Background: an optimization exercise with open tools, aiming at small area, a short achievable clock period and few clock cycles. Do not read the settings as production practice.
In this exercise RTL edits were held to simulation tests only and were not proved equivalent to the original.
Power and IR drop assume default switching activity.

v52:
// lorenc
module lorenc (
    input  wire        clk,
    input  wire        rst,
    input  wire        op_valid,
    input  wire [1:0]  op_code,
    input  wire [7:0]  op_start,
    input  wire [8:0]  op_src_len,
    output wire        busy,
    output reg         done,
    output reg  [1:0]  status,
    input  wire        en,
    input  wire        tp_present,
    input  wire        ok,
    input  wire        tx_empty,
    output reg  [7:0]  tx_data,
    output reg         tx_valid,
    output reg         tx_last,
    output wire [8:0]  src_addr,
    output reg         src_re,
    input  wire [7:0]  src_data,
    input  wire        cfg_we,
    input  wire [1:0]  cfg_idx,
    input  wire [20:0] cfg_wdata,
    input  wire [2:0]  cfg_count,
    output reg         hb_req,
    output reg         log_evt,
    output reg  [2:0]  fault,
    output wire [8:0]  total,
    input  wire [7:0]  occ_idx,
    output wire        occ_bit
);
    localparam ST_DONE = 2'd0, ST_NOTREADY = 2'd1, ST_BACKP = 2'd2, ST_FAULTED = 2'd3;
    localparam S_IDLE   = 3'd0,
               S_INIT   = 3'd1,      
               S_IFIN   = 3'd2,
               S_CHK    = 3'd3,      
               S_RUN    = 3'd4,
               S_HB     = 3'd5,
               S_SETTLE = 3'd6,
               S_FIN    = 3'd7;
    integer i;
    reg  [18:0] stg [0:3];
    reg  [18:0] cfg [0:3];
    reg  [2:0]  n_ctrl;
    reg         force_chg;
    reg  [13:0] total_r;
    wire [2:0] w_dt = cfg_wdata[20:18];
    wire [1:0] w_am = cfg_wdata[17:16];
    wire [2:0] w_et = w_dt[2] ? {1'b1, w_dt[1:0]} :
                      (w_am == 2'd1) ? 3'd1 : (w_am == 2'd2) ? 3'd2 : 3'd0;
    wire [7:0] w_n  = (w_dt == 3'd7) ? 8'd0 : cfg_wdata[7:0];
    always @(posedge clk)
        if (cfg_we && !busy)
            stg[cfg_idx] <= {w_et, cfg_wdata[15:8], w_n};
  ...
Size in the first run: ~2000 flip-flops, roughly 66000 µm² of cells after synthesis.
==> flow/config.mk <==
export PLATFORM = sky130hd
export DESIGN_NAME = lorenc
export DESIGN_NICKNAME = lorenc
export VERILOG_FILES = /design/flow/design.v
export SDC_FILE = /design/flow/constraint.sdc
export NUM_CORES = 4
export LEC_CHECK = 0
export CAP_MARGIN = 20
export CORE_MARGIN = 2
export CORE_UTILIZATION = 55
export CTS_CLUSTER_DIAMETER = 120
export CTS_CLUSTER_SIZE = 26
export PLACE_DENSITY = 0.7
export SETUP_SLACK_MARGIN = 4.7
export SLEW_MARGIN = 20
export SYNTH_HIERARCHICAL = 1
==> flow/constraint.sdc <==
create_clock -name core_clock -period 10.0 [get_ports {clk}]
set_input_delay 2.0000 -clock core_clock [delete_from_list [all_inputs] [get_ports {clk}]]
set_output_delay 2.0000 -clock core_clock [all_outputs]
set_load 0.01 [all_outputs]
run.sh (not shown) runs the stock make flow with config.mk's settings and CLKGATE_MAP_FILE= SYNTH_SCRIPT=/design/flow/synth_recipe.tcl, a recipe that flattens the netlist after the stock synthesis.
v52 finished every step from synthesis to the final layout, and the layout passed the timing, DRC and antenna checks.
Testbench counts of v52, summed over its fixed seeds: cycles 56,756.
> inputs changed (v52 -> v1)
-- flow/config.mk --
<<< v52, line 10
export CORE_UTILIZATION = 55
export CTS_CLUSTER_DIAMETER = 120
export CTS_CLUSTER_SIZE = 26
export PLACE_DENSITY = 0.7
>>> v1, line 10
export CORE_UTILIZATION = 55
export CTS_CLUSTER_DIAMETER = 100
export CTS_CLUSTER_SIZE = 20
export PLACE_DENSITY = 0.7
## What came out
- Status: total stage count of the critical path parity (v1, v52)
- Routed metal-1 wire length, v1 and v52: higher on v1
- v1 -> v52: full die area delta 0, exact match
- Between v52 and v1, the sequential power figures differ only marginally.
- Of v1 and v52, it is v1 that has the higher area growth from synthesis to final layout.
- On clock network fraction of total power: v1 sits above v52.
- v52 has lower slack of the critical path than v1.
- Compared with v52, v1 shows a number of fill cells that is about 0.8% lower.
[inputs] v20 vs v1
-- flow/config.mk --
<<< v1, line 10
export CORE_UTILIZATION = 55
export CTS_CLUSTER_DIAMETER = 100
export CTS_CLUSTER_SIZE = 20
export PLACE_DENSITY = 0.7
>>> v20, line 10
export CORE_UTILIZATION = 55
export CTS_BUF_LIST = sky130_fd_sc_hd__clkbuf_8
export CTS_CLUSTER_DIAMETER = 60
export CTS_CLUSTER_SIZE = 12
export PLACE_DENSITY = 0.7
--- outcome ---
Compared v20 against v1; routed length on met1 within noise. Compared with v1, in v20 number of gates given a new drive strength after cts fell 5; diode insertion count for antenna repair rose 1; internal power component fell 1.8%; switching share of power rose 1.0 points; number of global-route vias before repair rose 604. Routing usage on met1: v20 vs v1, no meaningful difference. As far as final standard cell utilization of the core is concerned, v20 and v1 perform about the same. v1 and v20 ended up with roughly the same met2 wirelength from detailed routing. Compared v20 against v1; clock transition at the registers of the reported paths within noise. Area growth from synthesis to layout delta (v1 -> v20): insignificant.

---

== zinc ==
lorenc, a different RTL version from the one above (not shown whole).
Size: ~4,800 cells after synthesis, ~2,000 flip-flops.
clock: 10.0 ns
lec_check: 0
cap_margin: 20
core_margin: 2
core_utilization: 45
cts_cluster_diameter: 100
cts_cluster_size: 20
place_density: 0.6
setup_slack_margin: 5.0
slew_margin: 20
synth_hierarchical: 1
Testbench counts of zinc, summed over its fixed seeds: cycles 58,479.
Input-level comparison between willow and zinc:
Settings: SETUP_SLACK_MARGIN now 4.7, was 5.0.
==> comparison <==
- willow: all stages complete, timing, DRC and antenna checks passed
- Compared with zinc, in willow fraction of power consumed by the clock network has remained practically unchanged; total leakage power roughly the same; final setup slack of the worst path higher; time the worst path needs with I/O delays and setup shrank by 0.021 ns; half-perimeter wire length of the detailed placement result fell about 1.1%.
- Between willow and zinc, final cycle utilization of the critical path is higher for zinc, willow comes in under that.
- In the tables for willow and zinc, met2 layer usage reported by global route reads lower with willow.
- From zinc to willow the numbers moved as follows: design area ~0 delta, number of diodes added for antenna fixing -1.

==> port drivers added, routing unchanged <==
The flow's constraints put no driver on any port. The routed layouts listed below were extracted and timed again, unchanged, in two steps.
Step 1 (the two cells are an assumption about what drives the block):
set clk [get_ports {clk}]
set_driving_cell -lib_cell sky130_fd_sc_hd__clkbuf_16 $clk
set_driving_cell -lib_cell sky130_fd_sc_hd__buf_2 [delete_from_list [all_inputs] $clk]
Step 2 moves the port delays by t, midway between the first and last clock arrival at a register: inputs arrive t later, outputs are due t later. That takes back most of the time a late clock gives input paths.
Slacks: ideal ports / drivers / drivers and shift; pairs: ideal ports / drivers.
run | shift t [ns] | setup WS [ns] | worst setup path after step 2 | slew at the worst register clock pin (ns) | worst data-port slew with drivers (ns)
v52 | 0.764 | 4.329 / 4.224 / 4.202 | input to register | 0.11 / 0.11 | 0.14
v1 | 0.775 | 4.333 / 4.218 / 4.184 | input to register | 0.10 / 0.10 | 0.13
v20 | 0.960 | 4.349 / 4.238 / 4.006 | input to register | 0.09 / 0.09 | 0.14
zinc | 0.802 | 4.296 / 4.248 / 4.248 | input to output | 0.09 / 0.09 | 0.23
willow | 0.814 | 4.317 / 4.259 / 4.259 | input to output | 0.09 / 0.09 | 0.16
After both steps setup and hold are still met in every run listed. The setup slack of v20, which loses most, moves by -0.111 ns with the drivers and by -0.343 ns with both steps.
